This is an optimization exercise on Yosys and OpenROAD, whose aim is small area, a short achievable clock period and few clock cycles per item, not a production implementation. Function was checked by simulation only, so behaviour that the tests miss may differ from the original. Power figures rest on the tool's default switching activity, not on a simulated workload.

==> willow <==
## sdc_comp
module sdc_comp (
    input  wire        clk,
    input  wire        rst,
    input  wire        start,
    output wire        ready,
    input  wire [19:0] adc_t,
    input  wire [19:0] adc_p,
    input  wire [15:0] dig_t1,
    input  wire [15:0] dig_t2,
    input  wire [15:0] dig_t3,
    input  wire [15:0] dig_p1,
    input  wire [15:0] dig_p2,
    input  wire [15:0] dig_p3,
    input  wire [15:0] dig_p4,
    input  wire [15:0] dig_p5,
    input  wire [15:0] dig_p6,
    input  wire [15:0] dig_p7,
    input  wire [15:0] dig_p8,
    input  wire [15:0] dig_p9,
    output reg         done,
    output wire [63:0] t_fine,
    output wire [63:0] temperature,
    output wire [63:0] pressure,
    output wire        degenerate,
    output wire        alt_invalid
);
==> flow/config.mk <==
export PLATFORM = sky130hd
export DESIGN_NAME = sdc_comp
export DESIGN_NICKNAME = sdc_comp
export VERILOG_FILES = /design/flow/design.v
export SDC_FILE = /design/flow/constraint.sdc
export NUM_CORES = 4
export LEC_CHECK = 0
export ABC_CLOCK_PERIOD_IN_PS = 5000
export CAP_MARGIN = 20
export CORE_MARGIN = 2
export CORE_UTILIZATION = 40
export SETUP_SLACK_MARGIN = 5
export SLEW_MARGIN = 20
==> flow/constraint.sdc <==
create_clock -name core_clock -period 16.0 [get_ports {clk}]
set_input_delay 3.2000 -clock core_clock [delete_from_list [all_inputs] [get_ports {clk}]]
set_output_delay 3.2000 -clock core_clock [all_outputs]
set_load 0.01 [all_outputs]
run.sh (not shown) runs the stock make flow with config.mk's settings and CLKGATE_MAP_FILE= SYNTH_SCRIPT=/design/flow/synth_recipe.tcl, a recipe that flattens the netlist after the stock synthesis.
==> delta: changes against willow <==
--- a/flow/design.v
+++ b/flow/design.v
@@ -177,18 +177,16 @@
     wire [0:0] r0_s_n;
     reg  [0:0] r0_s;
     wire [0:0] r3_s_n;
     reg  [0:0] r3_s;
     wire [0:0] r5_s_n;
     reg  [0:0] r5_s;
     wire [0:0] deg_we_n;
     reg  [0:0] deg_we;
-    wire [0:0] pmask_n;
-    reg  [0:0] pmask;
     assign m_xs_n[0] = (v0 & ((ph == 5'd7))) | (v2 & ((ph == 5'd14))) | (v4 & ((ph == 5'd4)));
     assign m_xs_n[1] = (v1 & ((ph == 5'd6) | (ph == 5'd8) | (ph == 5'd12) | (ph == 5'd15) | (ph == 5'd16))) | (v2 & ((ph == 5'd13) | (ph == 5'd14))) | (v4 & ((ph == 5'd5)));
     assign m_xs_n[2] = (v3 & ((ph == 5'd18))) | (v4 & ((ph == 5'd4) | (ph == 5'd5)));
     assign m_ys_n[0] = (v1 & ((ph == 5'd8))) | (v3 & ((ph == 5'd18)));
     assign m_ys_n[1] = (v2 & ((ph == 5'd13))) | (v3 & ((ph == 5'd18)));
     assign m_ysi_n[0] = (v0 & ((ph == 5'd0))) | (v1 & ((ph == 5'd14) | (ph == 5'd15))) | (v2 & ((ph == 5'd13))) | (v4 & ((ph == 5'd4)));
     assign m_ysi_n[1] = (v0 & ((ph == 5'd6))) | (v1 & ((ph == 5'd11) | (ph == 5'd14))) | (v2 & ((ph == 5'd13)));
     assign m_ysi_n[2] = (v1 & ((ph == 5'd5) | (ph == 5'd11) | (ph == 5'd15))) | (v2 & ((ph == 5'd13)));
@@ -250,17 +248,16 @@
     assign d_sc_n[6] = 1'b0;
     assign d_sc_n[7] = 1'b0;
     assign r6_we_n[0] = (v3 & ((ph == 5'd17)));
     assign r1_s_n[0] = (v2 & ((ph == 5'd4) | (ph == 5'd7)));
     assign r0_s_n[0] = (v2 & ((ph == 5'd2)));
     assign r3_s_n[0] = (v1 & ((ph == 5'd14))) | (v2 & ((ph == 5'd17)));
     assign r5_s_n[0] = (v5 & ((ph == 5'd17)));
     assign deg_we_n[0] = (v2 & ((ph == 5'd17)));
-    assign pmask_n[0] = (v5 & ((ph == 5'd17)));
     always @(posedge clk) begin
         m_xs <= m_xs_n;
         m_ys <= m_ys_n;
         m_ysi <= m_ysi_n;
         m_ld <= m_ld_n;
         m_n <= m_n_n;
         m_sc <= m_sc_n;
         r1_we <= r1_we_n;
@@ -283,17 +280,16 @@
         d_ld <= d_ld_n;
         d_sc <= d_sc_n;
         r6_we <= r6_we_n;
         r1_s <= r1_s_n;
         r0_s <= r0_s_n;
         r3_s <= r3_s_n;
         r5_s <= r5_s_n;
         deg_we <= deg_we_n;
-        pmask <= pmask_n;
     end
     reg  [63:0] op_Mx;
     reg  [21:0] int_Mx;
     wire [63:0] cv_Mx;
     wire [63:0] cvc_Mx;
     reg  [31:0] cvq_Mx;    
     i2f u_i2f_Mx (.v(int_Mx), .f(cvc_Mx));
     always @(posedge clk) cvq_Mx <= cvc_Mx[63:32];
@@ -388,24 +384,21 @@
     always @* begin
         op_Dx = r1;
     end
     reg  [63:0] op_Dy;
     always @* begin
         op_Dy = r3;
     end
     wire [63:0] m_res, a_res, d_res, q_res;
-    wire        m_zero, q_zero;
-    reg         alt_q;
+    wire        m_zero;
     fp_mul_seq u_mul (.clk(clk), .ld(m_ld), .a(op_Mx), .b(op_My), .nsel(m_n), .scale(m_sc), .result(m_res), .zero(m_zero));
     fp_addsub u_add (.clk(clk), .a({op_Ax[63] ^ a_nx, op_Ax[62:0]}), .b({op_Ay[63] ^ a_ny, op_Ay[62:0]}), .scale(a_sc), .result(a_res));
     fp_div_seq u_div (.clk(clk), .ld(d_ld), .a(op_Dx), .b(op_Dy), .scale(d_sc), .result(d_res));
-    fp_divc u_divc (.clk(clk), .ld(q_ld), .a(op_Qx), .by25(q_25), .scale(q_sc), .result(q_res), .zero(q_zero));
-    wire        pdeg = pmask & deg_5;
-    wire [63:0] q_resm = pdeg ? 64'd0 : q_res;
+    fp_divc u_divc (.clk(clk), .ld(q_ld), .a(op_Qx), .by25(q_25), .scale(q_sc), .result(q_res));
     always @(posedge clk) begin
         if (r0_we) begin
             case (r0_s)
                 1'd0: r0 <= m_res;
                 1'd1: r0 <= a_res;
                 default: r0 <= a_res;
             endcase
         end
@@ -423,41 +416,41 @@
                 1'd1: r3 <= m_res;
                 default: r3 <= m_res;
             endcase
         end
         if (r4_we) r4 <= m_res;
         if (r5_we) begin
             case (r5_s)
                 1'd0: r5 <= a_res;
-                1'd1: r5 <= q_resm;
-                default: r5 <= q_resm;
+                1'd1: r5 <= q_res;
+                default: r5 <= q_res;
             endcase
         end
         if (r6_we) r6_3 <= d_res;
-        if (r7_we) r7 <= q_resm;
+        if (r7_we) r7 <= q_res;
         if (deg_we) deg_2 <= m_zero;
-        if (pmask) alt_q <= !pdeg && q_res[63] && !q_zero;    
         if (ph == LASTPH) begin    
             r2_2 <= r2_1;
             r2_3 <= r2_2;
             r2_4 <= r2_3;
             r2_5 <= r2_4;
             r6_4 <= r6_3;
             r6_5 <= r6_4;
             deg_3 <= deg_2;
             deg_4 <= deg_3;
             deg_5 <= deg_4;
         end
     end
     assign t_fine      = r2_5;
     assign temperature = r7;
     assign degenerate  = deg_5;
-    assign pressure    = r5;
-    assign alt_invalid = alt_q;
+    wire   [63:0] press_r = r5;
+    assign pressure    = degenerate ? 64'd0 : press_r;
+    assign alt_invalid = !degenerate && press_r[63] && (press_r[62:0] != 63'd0);
 endmodule
 module fp_addsub (
     input  wire        clk,
     input  wire [63:0] a,
     input  wire [63:0] b,
     input  wire [7:0]  scale,    
     output wire [63:0] result
 );
@@ -751,25 +744,23 @@
     );
 endmodule
 module fp_divc (
     input  wire        clk,
     input  wire        ld,
     input  wire [63:0] a,
     input  wire        by25,     
     input  wire [7:0]  scale,    
-    output wire [63:0] result,
-    output wire        zero      
+    output wire [63:0] result
 );
     reg         sign_q, zero_q, m25;
     reg  [12:0] exp_q;
     reg  [63:0] dq;       
     reg  [24:0] r;        
     reg  [3:0]  cnt;
-    reg         top;      
     function [28:0] dig;    
         input [24:0] ro;
         input [3:0]  nib;
         reg   [15:0] nh;
         begin
             nh = 16'd1 << nib;
             dig[0] = (ro[0] & nh[0]) | (ro[1] & nh[9]) | (ro[3] & nh[2]) | (ro[4] & nh[11]) | (ro[6] & nh[4]) | (ro[7] & nh[13]) | (ro[9] & nh[6]) | (ro[10] & nh[15]) | (ro[12] & nh[8]) | (ro[14] & nh[1]) | (ro[15] & nh[10]) | (ro[17] & nh[3]) | (ro[18] & nh[12]) | (ro[20] & nh[5]) | (ro[21] & nh[14]) | (ro[23] & nh[7]);
             dig[1] = (ro[0] & nh[1]) | (ro[1] & nh[10]) | (ro[3] & nh[3]) | (ro[4] & nh[12]) | (ro[6] & nh[5]) | (ro[7] & nh[14]) | (ro[9] & nh[7]) | (ro[11] & nh[0]) | (ro[12] & nh[9]) | (ro[14] & nh[2]) | (ro[15] & nh[11]) | (ro[17] & nh[4]) | (ro[18] & nh[13]) | (ro[20] & nh[6]) | (ro[21] & nh[15]) | (ro[23] & nh[8]);
@@ -807,29 +798,28 @@
     wire [52:0] sig  = {1'b1, a[51:0]};
     wire [55:0] sig5 = {3'b000, sig} + {1'b0, sig, 2'b00};
     always @(posedge clk) begin
         if (ld) begin
             sign_q <= a[63];
             zero_q <= (a[62:52] == 11'd0);
             m25    <= by25;
             exp_q  <= {2'b00, a[62:52]} + {{5{scale[7]}}, scale};
-            dq     <= {by25 ? {1'b0, sig, 2'b00} : sig5, 8'd0};
+            dq     <= {by25 ? {3'b000, sig} : sig5, 8'd0};
             r      <= 25'd1;
             cnt    <= 4'd8;
         end else if (cnt != 4'd0) begin
             dq  <= {dq[55:0], d0[28:25], d1[28:25]};
             r   <= d1[24:0];
             cnt <= cnt - 4'd1;
-            top <= dq[50];    
         end
     end
     wire        rem_nz = !r[0];
-    wire [63:0] qa = dq;
-    assign zero = zero_q;
+    wire [63:0] qa = m25 ? {dq[61:0], 2'b00} : dq;    
+    wire        top = qa[58];
     wire [12:0] e_adj = m25 ? (top ? 13'd4 : 13'd5) : (top ? 13'd2 : 13'd3);
     fp_round u_rnd (
         .sign(sign_q), .zero(zero_q), .exp(exp_q - e_adj),
         .mant(top ? qa[58:6] : qa[57:5]),
         .guard(top ? qa[5] : qa[4]),
         .sticky(top ? (|qa[4:0] | rem_nz) : (|qa[3:0] | rem_nz)),
         .result(result)
     );
==> results.txt <==
| quantity | willow | delta |
|---|---|---|
| Run status | timing/DRC/antenna clean | timing/DRC/antenna clean |
| Clock Network Area Fraction | 4.943% | 4.989% |
| Combinational share of power | 62.6% | 62.0% |
| Final Instance Area | 225200 um^2 | 226000 um^2 |
| Syn Area/Cell | 9.600 um^2 | 9.608 um^2 |
| Reg-to-reg critical path endpoint | u_div.rem[49] | u_div.rem[21] |
| Leak pwr | 0.08733 uW | 0.08747 uW |
| Compound-Gate Fraction of Synth Area | 19.87% | 18.90% |
| Worst setup path end | u_div.rem[49] | u_div.rem[21] |
| Crit path buffers/inverters | 4 | 3 |
| Buffers, non-clock | 877 | 828 |
| Data required time at the worst endpoint | 16720 ps | 16760 ps |
| Reg-to-reg slack, setup | 8550 ps | 8400 ps |
| Psw | 23010 uW | 22600 uW |
| Syn nets | 22810 | 22890 |
| Area fraction of the dominant cell type after synthesis | 30.82% | 30.64% |
| First-pass iteration count of the detailed router | 10 | 7 |
| Mux share of post-synthesis cell area | 5.667% | 6.819% |
| Time the worst path needs with I/O delays and setup | 7452 ps | 7599 ps |
| Net switching fraction of the power | 46.92% | 46.73% |
| Number of antenna violations at the first check in global routing | 160 | 154 |
| Seq/Total Area, Yosys | 39.21% | 38.99% |
| Layout cells sized above 1 | 8.151% | 8.263% |
| Worst Min Path Start | a_sc[4] | a_sc[5] |
Testbench counts of willow, summed over its fixed seeds: cycles 34,432, items 1,600.
Testbench counts of delta, summed over its fixed seeds: cycles 34,432, items 1,600.

## separate check: timing with driven ports
No port has a modelled driver above. Below, the same layouts with a new extraction and two added sets of constraints. Step 1, drivers: a clkbuf_16 drives clk and a buf_2 each remaining input, both assumed. Step 2 times the ports against the registers' clock, not the clock port: input delays grow and output delays shrink by t, the midpoint of the rising clock arrivals with the driver on. a / b / c = no drivers / after step 1 / after step 2; a / b = the first two.
| run | t (ns) | setup slack, ns | slew at the worst register clock pin (ns) |
|---|---|---|---|
| willow | 1.144 | 8.548 / 8.548 / 8.548 | 0.07 / 0.07 |
| delta | 1.098 | 8.401 / 8.354 / 8.401 | 0.08 / 0.08 |
After both steps setup and hold are still met in every run listed.
